This design comes from an exercise in tuning for small area and a short achievable clock period on the open sky130 flow, not from production work. The RTL was checked by simulation tests, not by an equivalence proof against the original design.

## maple
==> flow/design.v <==
module acc_scale24 (
    input  wire [7:0] c,
    output reg  [2:0] level
);
    always @* begin
        if      (c == 8'd255) level = 3'd5;
        else if (c >= 8'd204) level = 3'd4;
        else if (c >= 8'd153) level = 3'd3;
        else if (c >= 8'd102) level = 3'd2;
        else if (c >= 8'd51)  level = 3'd1;
        else                  level = 3'd0;
    end
endmodule
module acc_rgb_code (
    input  wire [2:0] red,
    input  wire [2:0] green,
    input  wire [2:0] blue,
    output wire [7:0] code
);
    assign code = 8'd16 + 8'd36 * red + 8'd6 * green + blue;
endmodule
module acc_classify_cube (
    input  wire [7:0] code,
    output wire [2:0] red,
    output wire [2:0] green,
    output wire [2:0] blue
);
    wire [5:0] y = code[7:2];
    reg  [2:0] r;
    always @* begin
        if      (y >= 6'd49) r = 3'd5;
        else if (y >= 6'd40) r = 3'd4;
        else if (y >= 6'd31) r = 3'd3;
        else if (y >= 6'd22) r = 3'd2;
        else if (y >= 6'd13) r = 3'd1;
        else                 r = 3'd0;
    end
    wire [5:0] x   = y - 6'd4 - {r, 3'd0} - {3'd0, r};
    wire [5:0] rem = {x[3:0], code[1:0]};
    reg  [2:0] g, b;
    always @* begin
        if      (rem >= 6'd30) begin g = 3'd5; b = rem[2:0] - 3'd6; end
        else if (rem >= 6'd24) begin g = 3'd4; b = rem[2:0];        end
        else if (rem >= 6'd18) begin g = 3'd3; b = rem[2:0] - 3'd2; end
        else if (rem >= 6'd12) begin g = 3'd2; b = rem[2:0] - 3'd4; end
        else if (rem >= 6'd6)  begin g = 3'd1; b = rem[2:0] - 3'd6; end
        else                   begin g = 3'd0; b = rem[2:0];        end
    end
    assign red = r;
    assign green = g;
    assign blue = b;
endmodule
module acc_classify (
    input  wire [7:0]  code,
    output reg  [10:0] var_out
);
    wire [2:0] k_r, k_g, k_b;
    acc_classify_cube u_cube (.code(code), .red(k_r), .green(k_g), .blue(k_b));
    always @* begin
        if (code < 8'd8)        var_out = {2'd0, 6'd0, code[2:0]};
        else if (code < 8'd16)  var_out = {2'd1, 6'd0, code[2:0]};
        else if (code < 8'd232) var_out = {2'd2, k_r, k_g, k_b};
        else                    var_out = {2'd3, 4'd0, code[4] & code[3], ~code[3], code[2:0]};
    end
endmodule
module acc_var_encode (
    input  wire [8:0] rgb,
    output wire       range_err,
    output wire [2:0] bad_value
);
    wire rb = rgb[8] & rgb[7];
    wire gb = rgb[5] & rgb[4];
    wire bb = rgb[2] & rgb[1];
    assign range_err = rb | gb | bb;
    assign bad_value = {2'b11, rb ? rgb[6] : gb ? rgb[3] : rgb[0]};
endmodule
module acc (
    input  wire        clk,
    input  wire        rst,
    input  wire        req_valid,
    input  wire [31:0] req_word,
    output wire        rsp_valid,
    output wire [31:0] rsp_word
);
    wire [3:0] op = req_word[31:28];
    wire [7:0] r8 = req_word[23:16];
    wire [7:0] g8 = req_word[15:8];
    wire [7:0] b8 = req_word[7:0];
    reg       seq_active;
    reg       seq_sub;
    reg [7:0] seq_cur;
    wire o1 = op == 4'h1;
    wire o2 = op == 4'h2;
    wire o3 = op == 4'h3;
    wire o4 = op == 4'h4;
    wire o5 = op == 4'h5;
    wire o6 = op == 4'h6;
    wire o7 = op == 4'h7;
    wire o8 = op == 4'h8;
    wire o9 = op == 4'h9;
    wire oa = op == 4'hA;
    wire ob = op == 4'hB;
    wire oc = op == 4'hC;
    wire od = op == 4'hD;
    wire mbz_ok = req_word[27:24] == 4'd0;
    wire z_hi   = req_word[23:11] == 13'd0;
    wire z_8    = z_hi & (req_word[10:8] == 3'd0);
    wire z_3    = z_8 & (req_word[7:3] == 5'd0);
    wire z_all  = z_3 & (req_word[2:0] == 3'd0);
    wire l_c = mbz_ok;                  
    wire l_8 = mbz_ok & z_8;            
    wire l_3 = mbz_ok & z_3;            
    wire l_z = mbz_ok & z_all;          
    wire [1:0] tag = req_word[10:9];
    wire v_fmt = ~tag[1] ? (req_word[8:3] == 6'd0)
                         : (~tag[0] | (req_word[8:5] == 4'd0));
    wire l_v = mbz_ok & z_hi & v_fmt;
    wire       v_rgb_bad;
    wire [2:0] v_bad;
    acc_var_encode u_vchk (.rgb(req_word[8:0]), .range_err(v_rgb_bad), .bad_value(v_bad));
    wire v_grey_bad = req_word[4] & req_word[3];
    wire r_bad = (r8[7:3] != 5'd0) | (r8[2] & r8[1]);
    wire g_bad = (g8[7:3] != 5'd0) | (g8[2] & g8[1]);
    wire b_bad = (b8[7:3] != 5'd0) | (b8[2] & b8[1]);
    wire c_rng = r_bad | g_bad | b_bad;
    wire l_bad = (b8[7:5] != 3'd0) | (b8[4] & b8[3]);
    wire sel_ok = ~(req_word[2] & (req_word[1] | req_word[0]));
    wire legal = ((o1 | o2) & l_3) | ((o3 | o5 | o9 | ob) & l_c)
               | ((o4 | o7 | o8 | oa) & l_8) | (o6 & l_v)
               | (oc & l_3 & sel_ok) | (od & l_z);
    wire rng = ((o3 | o9) & c_rng) | ((o4 | oa) & l_bad)
             | (o6 & tag[1] & (tag[0] ? v_grey_bad : v_rgb_bad));
    wire sq_end = od & ~seq_active;
    wire st1 = ~legal | sq_end;
    wire st0 = legal & (rng | sq_end);
    wire [2:0] s_r, s_g, s_b;
    acc_scale24 u_sr (.c(r8), .level(s_r));
    acc_scale24 u_sg (.c(g8), .level(s_g));
    acc_scale24 u_sb (.c(b8), .level(s_b));
    wire use_s = (op == 4'h5) | (op == 4'hB);
    wire use_v = op == 4'h6;
    wire [2:0] ch_r = use_s ? s_r : use_v ? req_word[8:6] : r8[2:0];
    wire [2:0] ch_g = use_s ? s_g : use_v ? req_word[5:3] : g8[2:0];
    wire [2:0] ch_b = use_s ? s_b : b8[2:0];
    wire [7:0] code;
    acc_rgb_code u_code (.red(ch_r), .green(ch_g), .blue(ch_b), .code(code));
    wire [10:0] cls_var;
    acc_classify u_cls (.code(b8), .var_out(cls_var));
    wire [7:0] l_code = {3'b111, b8[4] | b8[3], ~b8[3], b8[2:0]};
    wire c_ok = ~c_rng;
    wire s_w8   = ((o1 | o2) & l_3) | (o8 & l_8) | ((o4 | oa) & l_8 & l_bad)
                | ((o3 | o9) & l_c & ~r_bad & ~g_bad & b_bad)
                | (o6 & l_v & (~tag[1] | (tag[0] & v_grey_bad)));
    wire s_b3   = (o2 & l_3) | (o6 & l_v & ~tag[1] & tag[0]);
    wire s_r8   = (o3 | o9) & l_c & r_bad;
    wire s_g8   = (o3 | o9) & l_c & ~r_bad & g_bad;
    wire s_code = (o3 & l_c & c_ok) | (o5 & l_c) | (o6 & l_v & tag[1] & ~tag[0] & ~v_rgb_bad);
    wire s_vbad = o6 & l_v & tag[1] & ~tag[0] & v_rgb_bad;
    wire s_lc   = ((o4 & l_8 & ~l_bad) | (o6 & l_v & tag[1] & tag[0] & ~v_grey_bad));
    wire s_pg   = oa & l_8 & ~l_bad;
    wire s_pack = (o9 & l_c & c_ok) | (ob & l_c);
    wire s_cls  = o7 & l_8;
    wire s_seq  = od & l_z & seq_active;
    wire [10:0] d =
          ({11{s_w8}}   & {3'd0, b8})
        | ({11{s_b3}}   & 11'd8)
        | ({11{s_r8}}   & {3'd0, r8})
        | ({11{s_g8}}   & {3'd0, g8})
        | ({11{s_code}} & {3'd0, code})
        | ({11{s_vbad}} & {8'd0, v_bad})
        | ({11{s_lc}}   & {3'd0, l_code})
        | ({11{s_pg}}   & {2'd3, 4'd0, b8[4:0]})
        | ({11{s_pack}} & {2'd2, ch_r, ch_g, ch_b})
        | ({11{s_cls}}  & cls_var)
        | ({11{s_seq}}  & {3'd0, seq_cur});
    wire accept  = req_valid & ~rst;
    wire do_strt = accept & oc & l_3 & sel_ok;
    wire do_next = accept & s_seq;
    wire sel_sub = req_word[2] | req_word[1] | req_word[0];
    reg [7:0] first;
    always @* begin
        case (req_word[2:0])
            3'd2:    first = 8'd8;
            3'd3:    first = 8'd16;
            3'd4:    first = 8'd232;
            default: first = 8'd0;
        endcase
    end
    wire at_end = (seq_cur == 8'd255)
                | (seq_sub & ((seq_cur == 8'd7) | (seq_cur == 8'd15) | (seq_cur == 8'd231)));
    always @(posedge clk) begin
        if (rst)
            seq_active <= 1'b0;
        else if (do_strt)
            seq_active <= 1'b1;
        else if (do_next & at_end)
            seq_active <= 1'b0;
    end
    always @(posedge clk) begin
        if (do_strt) begin
            seq_cur <= first;
            seq_sub <= sel_sub;
        end else if (do_next & ~at_end) begin
            seq_cur <= seq_cur + 8'd1;
        end
    end
    assign rsp_valid = accept;
    assign rsp_word  = {2'b00, st1, st0, 17'd0, d};
endmodule
Settings: LEC_CHECK=0, ABC_AREA=1, CAP_MARGIN=20, CORE_MARGIN=2, CORE_UTILIZATION=70, CTS_BUF_LIST=sky130_fd_sc_hd__clkbuf_4, SLEW_MARGIN=20, BUFFER_PORTS_ARGS=-buffer_cell sky130_fd_sc_hd__buf_2; clock period 11.0 ns.
standard.sh (not shown) runs the stock make flow with config.mk's settings and CLKGATE_MAP_FILE= SYNTH_SCRIPT=/design/flow/synth_recipe.tcl, a recipe that flattens the netlist after the stock synthesis.
==> flow/flow/run.sh <==
#!/bin/bash
# The standard layout with three changes: constant outputs share one tie cell
# (no repair_tie_fanout),
# rest of the logic (no full/half-adder cell extraction), and the port
# buffers are plain buffers (sky130_fd_sc_hd__buf_2).
set -e
echo "export BUFFER_PORTS_ARGS = -buffer_cell sky130_fd_sc_hd__buf_2" >> config.mk
bash standard.sh ADDER_MAP_FILE= SKIP_REPAIR_TIE_FANOUT=1 finish > standard.log 2>&1
--- input diff maple..zinc ---
--- a/flow/design.v
+++ b/flow/design.v
@@ -123,6 +123,7 @@
     wire g_bad = (g8[7:3] != 5'd0) | (g8[2] & g8[1]);
     wire b_bad = (b8[7:3] != 5'd0) | (b8[2] & b8[1]);
     wire c_rng = r_bad | g_bad | b_bad;
+    wire c_ok  = ~c_rng;
     wire l_bad = (b8[7:5] != 3'd0) | (b8[4] & b8[3]);
     wire sel_ok = ~(req_word[2] & (req_word[1] | req_word[0]));
     wire legal = ((o1 | o2) & l_3) | ((o3 | o5 | o9 | ob) & l_c)
@@ -137,8 +138,8 @@
     acc_scale24 u_sr (.c(r8), .level(s_r));
     acc_scale24 u_sg (.c(g8), .level(s_g));
     acc_scale24 u_sb (.c(b8), .level(s_b));
-    wire use_s = (op == 4'h5) | (op == 4'hB);
-    wire use_v = op == 4'h6;
+    wire use_s = (op[2] & ~op[1]) | (op[3] & op[1]);
+    wire use_v = op[2] & op[1];
     wire [2:0] ch_r = use_s ? s_r : use_v ? req_word[8:6] : r8[2:0];
     wire [2:0] ch_g = use_s ? s_g : use_v ? req_word[5:3] : g8[2:0];
     wire [2:0] ch_b = use_s ? s_b : b8[2:0];
@@ -147,21 +148,26 @@
     wire [10:0] cls_var;
     acc_classify u_cls (.code(b8), .var_out(cls_var));
     wire [7:0] l_code = {3'b111, b8[4] | b8[3], ~b8[3], b8[2:0]};
-    wire c_ok = ~c_rng;
-    wire s_w8   = ((o1 | o2) & l_3) | (o8 & l_8) | ((o4 | oa) & l_8 & l_bad)
-                | ((o3 | o9) & l_c & ~r_bad & ~g_bad & b_bad)
-                | (o6 & l_v & (~tag[1] | (tag[0] & v_grey_bad)));
-    wire s_b3   = (o2 & l_3) | (o6 & l_v & ~tag[1] & tag[0]);
-    wire s_r8   = (o3 | o9) & l_c & r_bad;
-    wire s_g8   = (o3 | o9) & l_c & ~r_bad & g_bad;
-    wire s_code = (o3 & l_c & c_ok) | (o5 & l_c) | (o6 & l_v & tag[1] & ~tag[0] & ~v_rgb_bad);
-    wire s_vbad = o6 & l_v & tag[1] & ~tag[0] & v_rgb_bad;
-    wire s_lc   = ((o4 & l_8 & ~l_bad) | (o6 & l_v & tag[1] & tag[0] & ~v_grey_bad));
-    wire s_pg   = oa & l_8 & ~l_bad;
-    wire s_pack = (o9 & l_c & c_ok) | (ob & l_c);
-    wire s_cls  = o7 & l_8;
-    wire s_seq  = od & l_z & seq_active;
-    wire [10:0] d =
+    wire dvalid = legal & ~oc & ~sq_end;
+    wire [3:0] o = op;
+    wire p_rgb  = ~o[2] & o[0] & (o[3] ^ o[1]);        
+    wire p_grey = ~o[0] & ((o[2] & ~o[1]) | (o[3] & o[1]));  
+    wire p_var  = o[2] & o[1] & ~o[0];                 
+    wire p_w    = (~o[3] & ~o[2] & (o[1] ^ o[0])) | (o[3] & ~o[2] & ~o[1] & ~o[0]);  
+    wire s_w8   = p_w | (p_grey & l_bad) | (p_rgb & ~r_bad & ~g_bad & b_bad)
+                | (p_var & (~tag[1] | (tag[0] & v_grey_bad)));
+    wire s_b3   = (~o[3] & ~o[2] & o[1] & ~o[0]) | (p_var & ~tag[1] & tag[0]);
+    wire s_r8   = p_rgb & r_bad;
+    wire s_g8   = p_rgb & ~r_bad & g_bad;
+    wire s_code = ~o[3] & ((~o[2] & o[1] & o[0] & c_ok) | (o[2] & ~o[1] & o[0]))
+                | (p_var & tag[1] & ~tag[0] & ~v_rgb_bad);
+    wire s_vbad = p_var & tag[1] & ~tag[0] & v_rgb_bad;
+    wire s_lc   = (o[2] & ~o[1] & ~o[0] & ~l_bad) | (p_var & tag[1] & tag[0] & ~v_grey_bad);
+    wire s_pg   = o[3] & o[1] & ~o[0] & ~l_bad;
+    wire s_pack = o[3] & ~o[2] & o[0] & (o[1] | c_ok);
+    wire s_cls  = o[2] & o[1] & o[0];
+    wire s_seq  = o[3] & o[2];
+    wire [10:0] dmux =
           ({11{s_w8}}   & {3'd0, b8})
         | ({11{s_b3}}   & 11'd8)
         | ({11{s_r8}}   & {3'd0, r8})
@@ -173,9 +179,10 @@
         | ({11{s_pack}} & {2'd2, ch_r, ch_g, ch_b})
         | ({11{s_cls}}  & cls_var)
         | ({11{s_seq}}  & {3'd0, seq_cur});
+    wire [10:0] d = {11{dvalid}} & dmux;
     wire accept  = req_valid & ~rst;
     wire do_strt = accept & oc & l_3 & sel_ok;
-    wire do_next = accept & s_seq;
+    wire do_next = accept & od & l_z & seq_active;
     wire sel_sub = req_word[2] | req_word[1] | req_word[0];
     reg [7:0] first;
     always @* begin
## What came out
maple reports its critical path startpoint as req_word[29] while zinc reports req_word[25]. Going from maple to zinc, share of the clock period used by the worst path grows by 3.0 points. When zinc is measured against maple, its final worst slack turns out 0.33 ns lower. Final-layout clock-cell area share across maple and zinc: no real change. Compared with maple, in zinc layout overhead on the synthesized area saw a decrease, average routed wire per standard cell saw an increase, utilization after layout saw little to no change, latest clock arrival within the worst-skew pair saw little to no change, antenna diode count saw little to no change. Between maple and zinc, the difference in sequential share of layout area is negligible.

-- separate check: timing with driven ports --
No port has a modelled driver above. Below, the same layouts with a new extraction and two added sets of constraints. Step 1 sets driving cells, clkbuf_16 on the clock port and buf_2 on the other inputs (assumed; they add their load-dependent delay and slew). Step 2 moves the port delays by t, midway between the first and last clock arrival at a register: inputs arrive t later, outputs are due t later. That takes back most of the time a late clock gives input paths. Three values: ideal ports, drivers, drivers and shift; two values: the first two.
| run | t, ns | setup WS [ns] | worst setup path after step 2 |
|---|---|---|---|
| maple | 0.294 | 4.322 / 4.303 / 4.303 | input to output |
| zinc | 0.293 | 3.987 / 3.960 / 3.960 | input to output |
After both steps setup and hold are still met in every run listed. The setup slack of zinc, which loses most, moves by -0.027 ns with the drivers and by -0.027 ns with both steps.
